This design comes from an exercise in tuning for small area on the open sky130 flow, not from production work. The RTL was checked by simulation tests, not by an equivalence proof against the original design. Power figures rest on the tool's default switching activity, not on a simulated workload.

==> flow/design.v <==
module bms_crc8_step (
    input  wire [7:0] crc_in,
    input  wire [7:0] data_in,
    output reg  [7:0] crc_out
);
    integer i;
    reg [7:0] a;
    always @(*) begin
        a = crc_in ^ data_in;
        for (i = 0; i < 8; i = i + 1) begin
            if (a[7])
                a = {a[6:0], 1'b0} ^ 8'h07;
            else
                a = {a[6:0], 1'b0};
        end
        crc_out = a;
    end
endmodule
module bms_frame_codec (
    input  wire        clk,
    input  wire        rst,
    input  wire        op_valid,
    output wire        op_ready,
    input  wire [7:0]  op_code,
    input  wire [31:0] op_arg,
    input  wire        hin_valid,
    output wire        hin_ready,
    input  wire [7:0]  hin_data,
    output wire        res_valid,
    input  wire        res_ready,
    output wire [3:0]  res_code,
    output wire [31:0] res_data,
    output wire        hout_valid,
    input  wire        hout_ready,
    output wire [7:0]  hout_data,
    output wire        tx_valid,
    input  wire        tx_ready,
    output wire [7:0]  tx_data,
    input  wire        rx_valid,
    output wire        rx_ready,
    input  wire        rx_tmo,
    input  wire [7:0]  rx_data
);
    localparam [3:0] S_IDLE    = 4'd0;
    localparam [3:0] S_TX_HDR  = 4'd1;      
    localparam [3:0] S_TX_PAY  = 4'd2;      
    localparam [3:0] S_RX_PRE  = 4'd3;      
    localparam [3:0] S_RX_SYNC = 4'd4;      
    localparam [3:0] S_RX_HDR  = 4'd5;      
    localparam [3:0] S_RX_PAY  = 4'd6;      
    localparam [3:0] S_RES     = 4'd7;      
    localparam [3:0] S_RESP    = 4'd8;      
    localparam [3:0] S_POUT    = 4'd9;      
    localparam [1:0] X_OK = 2'd0, X_NP = 2'd1, X_BI = 2'd2, X_BO = 2'd3;
    reg [3:0]  st;
    reg [1:0]  xc;
    reg [31:0] h;         
    reg [7:0]  cnt;
    reg [7:0]  crc_acc;
    reg [7:0]  crc_w;
    reg [7:0]  ph;        
    reg        hv;
    reg [2039:0] ring;    
    wire [7:0] len = h[31:24];
    wire       at_len = (cnt == len);
    wire       aligned = (ph == cnt);
    wire in_rx = (st == S_RX_PRE) || (st == S_RX_SYNC) || (st == S_RX_HDR) || (st == S_RX_PAY);
    reg [7:0] tx_b;
    always @(*) begin
        if (st == S_TX_PAY)
            tx_b = at_len ? crc_w : hin_data;
        else
            tx_b = cnt[3] ? h[7:0] : (cnt[2:0] == 3'd7) ? 8'hF0 : 8'h55;
    end
    assign op_ready   = (st == S_IDLE);
    assign tx_valid   = (st == S_TX_HDR) || ((st == S_TX_PAY) && (at_len || hin_valid));
    assign tx_data    = tx_b;
    assign hin_ready  = (st == S_TX_PAY) && !at_len && tx_ready;
    assign rx_ready   = in_rx && (st != S_RX_PAY || at_len || aligned);
    assign res_valid  = (st == S_RES) || (st == S_RESP);
    assign res_code   = {xc[1] & xc[0], 1'b0, xc[1] ^ xc[0], xc[1]};
    assign res_data   = h;
    assign hout_valid = hv;
    assign hout_data  = h[7:0];
    wire tx_take = tx_valid && tx_ready;
    wire rx_take = rx_valid && rx_ready;
    wire wr      = rx_take && !rx_tmo && (st == S_RX_PAY) && !at_len;
    wire [7:0] crc_acc_next, crc_w_next;
    bms_crc8_step u_crc_acc (.crc_in(crc_acc), .data_in(op_arg[7:0]), .crc_out(crc_acc_next));
    bms_crc8_step u_crc_w   (.crc_in(crc_w),   .data_in(in_rx ? rx_data : tx_b), .crc_out(crc_w_next));
    always @(posedge clk) begin
        ring <= {ring[2031:0], ring[2039:2032]};
        if (wr)
            ring[15:8] <= rx_data;
    end
    always @(posedge clk) begin
        if (rst || ph == 8'd254)
            ph <= 8'd0;
        else
            ph <= ph + 8'd1;
    end
    always @(posedge clk) begin
        if (rst) begin
            st      <= S_IDLE;
            crc_acc <= 8'h00;
            hv      <= 1'b0;
        end else begin
            case (st)
            S_IDLE: if (op_valid) begin
                cnt   <= 8'd3;
                crc_w <= 8'h00;
                xc    <= X_OK;
                st    <= S_RES;
                case (op_code)
                8'h00: begin
                    crc_acc <= 8'h00;
                    h       <= 32'd0;
                end
                8'h01: begin
                    crc_acc <= crc_acc_next;
                    h       <= {24'd0, crc_acc_next};
                end
                8'h03: begin
                    h <= op_arg;
                    if (op_arg[6:0] != 7'd0) begin
                        xc <= X_BI;
                        h  <= {24'd0, op_arg[7:0]};
                    end else begin
                        st <= S_TX_HDR;
                    end
                end
                8'h04: st <= S_RX_PRE;
                default: begin
                    xc <= X_BO;
                    h  <= {24'd0, op_code};
                end
                endcase
            end
            S_TX_HDR: if (tx_ready) begin
                cnt <= cnt + 8'd1;
                if (cnt[3]) begin
                    crc_w <= crc_w_next;
                    h     <= {h[7:0], h[31:8]};
                end
                if (cnt[3] && cnt[1:0] == 2'd3) begin
                    cnt <= 8'd0;
                    st  <= S_TX_PAY;
                end
            end
            S_TX_PAY: if (tx_take) begin
                if (at_len) begin
                    h  <= {23'd0, {1'b0, len} + 9'd10};
                    st <= S_RES;
                end else begin
                    crc_w <= crc_w_next;
                    cnt   <= cnt + 8'd1;
                end
            end
            S_RX_PRE, S_RX_SYNC, S_RX_HDR, S_RX_PAY: if (rx_take) begin
                if (rx_tmo) begin
                    xc <= X_NP;
                    h  <= {31'd0, st != S_RX_PRE};
                    st <= S_RES;
                end else begin
                    case (st)
                    S_RX_PRE: if (rx_data == 8'h55) st <= S_RX_SYNC;
                    S_RX_SYNC: begin
                        cnt <= 8'd0;
                        if (rx_data == 8'hF0) begin
                            st <= S_RX_HDR;
                        end else if (rx_data != 8'h55) begin
                            xc <= X_NP;
                            h  <= 32'd2;
                            st <= S_RES;
                        end
                    end
                    S_RX_HDR: begin
                        h     <= {rx_data, h[31:16], h[15], 7'd0};
                        crc_w <= crc_w_next;
                        cnt   <= cnt + 8'd1;
                        if (cnt[1:0] == 2'd3) begin
                            cnt <= 8'd0;
                            st  <= S_RX_PAY;
                        end
                    end
                    default: begin  
                        if (at_len) begin
                            cnt <= 8'd0;
                            if (rx_data == crc_w) begin
                                st <= S_RESP;
                            end else begin
                                xc <= X_NP;
                                h  <= 32'd3;
                                st <= S_RES;
                            end
                        end else begin
                            crc_w <= crc_w_next;
                            cnt   <= cnt + 8'd1;
                        end
                    end
                    endcase
                end
            end
            S_RES: if (res_ready) st <= S_IDLE;
            S_RESP: if (res_ready) st <= S_POUT;
            default: begin  
                if ((!hv || hout_ready) && at_len) begin
                    hv <= 1'b0;
                    st <= S_IDLE;
                end else if ((!hv || hout_ready) && aligned) begin
                    h[7:0] <= ring[7:0];
                    hv     <= 1'b1;
                    cnt    <= cnt + 8'd1;
                end else if (hout_ready) begin
                    hv <= 1'b0;
                end
            end
            endcase
        end
    end
endmodule
export LEC_CHECK = 0
export CAP_MARGIN = 20
export CORE_MARGIN = 2
export CORE_UTILIZATION = 50
export PLACE_DENSITY = 0.9
export SLEW_MARGIN = 20
create_clock -name core_clock -period 10.0 [get_ports {clk}]
standard.sh (not shown) runs the stock make flow with config.mk's settings and CLKGATE_MAP_FILE= SYNTH_SCRIPT=/design/flow/synth_recipe.tcl, a recipe that flattens the netlist after the stock synthesis.
==> flow/flow/run.sh <==
#!/bin/bash
# Standard ORFS layout (the standard.sh), with two changes:
#  - clock tree: clkbuf_16 buffers, clusters of at most 32 sinks within 60 um,
#    and no dummy loads;
#  - port buffers: buf_1 cells.
set -euo pipefail
bash standard.sh \
  "CTS_ARGS=-sink_clustering_enable -repair_clock_nets -dont_use_dummy_load -sink_clustering_size 32 -sink_clustering_max_diameter 60 -buf_list sky130_fd_sc_hd__clkbuf_16" \
  "BUFFER_PORTS_ARGS=-buffer_cell sky130_fd_sc_hd__buf_1" \
  finish > flow_make.log 2>&1
Change:
==> flow/flow/run.sh (replaced) <==
#!/bin/bash
# Standard ORFS layout (the standard.sh), with two changes:
#  - clock tree: clkbuf_8 buffers, clusters of at most 12 sinks within 40 um,
#    and no dummy loads;
#  - port buffers: buf_1 cells.
set -euo pipefail
bash standard.sh \
  "CTS_ARGS=-sink_clustering_enable -repair_clock_nets -dont_use_dummy_load -sink_clustering_size 12 -sink_clustering_max_diameter 40 -buf_list sky130_fd_sc_hd__clkbuf_8" \
  "BUFFER_PORTS_ARGS=-buffer_cell sky130_fd_sc_hd__buf_1" \
  finish > flow_make.log 2>&1
- CORE_UTILIZATION: 50 -> 65
- PLACE_DENSITY: 0.9 -> unset
Result:
- setup slack is worse by 260 ps
- utilization grows by 17 points
- maximum frequency fell by about 5%
- via count rises by 3.3%
- flip-flop and latch count is unchanged
- power grows by 3.3%


Setup of P:
Starts from the design.v that is shown in full above.
export LEC_CHECK = 0
export CAP_MARGIN = 20
export CORE_MARGIN = 2
export CORE_UTILIZATION = 50
export PLACE_DENSITY = 0.9
export SLEW_MARGIN = 20
create_clock -name core_clock -period 10.0 [get_ports {clk}]
==> flow/flow/run.sh <==
#!/bin/bash
# Standard ORFS layout (the standard.sh), with two changes:
#  - clock tree: clkbuf_16 buffers, clusters of at most 28 sinks within 60 um,
#    and no dummy loads;
#  - port buffers: buf_1 cells.
set -euo pipefail
bash standard.sh \
  "CTS_ARGS=-sink_clustering_enable -repair_clock_nets -dont_use_dummy_load -sink_clustering_size 28 -sink_clustering_max_diameter 60 -buf_list sky130_fd_sc_hd__clkbuf_16" \
  "BUFFER_PORTS_ARGS=-buffer_cell sky130_fd_sc_hd__buf_1" \
  finish > flow_make.log 2>&1
### P -> Q
- changing CORE_UTILIZATION from 50 to 65
- removing PLACE_DENSITY (formerly 0.9)
==> flow/flow/run.sh <==
#!/bin/bash
# Standard ORFS layout (the standard.sh), with two changes:
#  - clock tree: clkbuf_16 buffers, clusters of at most 24 sinks within 60 um,
#    and no dummy loads;
#  - port buffers: buf_1 cells.
set -euo pipefail
bash standard.sh \
  "CTS_ARGS=-sink_clustering_enable -repair_clock_nets -dont_use_dummy_load -sink_clustering_size 24 -sink_clustering_max_diameter 60 -buf_list sky130_fd_sc_hd__clkbuf_16" \
  "BUFFER_PORTS_ARGS=-buffer_cell sky130_fd_sc_hd__buf_1" \
  finish > flow_make.log 2>&1
[summary]
- Higher global-route met2 utilization goes to Q over P.
- Q vs P on cell-internal power: Q is the higher one.
- Per the final summary, Q finished and its layout is clean on timing, DRC and antenna.
- In the reports for P and Q, the smaller total power draw belongs to P.

[separate check: timing with driven ports]
Ports are ideal in the flow. The routed layouts listed here were re-timed in OpenROAD.
Step 1 sets driving cells, clkbuf_16 on the clock port and buf_2 on the other inputs (assumed; they add their load-dependent delay and slew).
Step 2 also shifts input and output timing later by t, the mid clock arrival at the registers, as if the neighbouring blocks saw the same clock.
Three values: no drivers, after step 1, after step 2; two values: the first two.
run	shift t [ns]	setup slack, ns	latest minus earliest clock arrival (ns)	worst slew at a driven data input, ns	cell pins on the clock port's net
the first run of note 1	0.686	4.809 / 4.743 / 5.284	0.071 / 0.071	0.15	1
the second run of note 1	0.863	4.546 / 4.489 / 5.322	0.164 / 0.163	0.09	1
P	0.687	4.837 / 4.772 / 5.287	0.062 / 0.062	0.14	1
Q	0.698	4.703 / 4.636 / 5.330	0.119 / 0.119	0.08	1
After both steps every run listed still meets setup and hold.
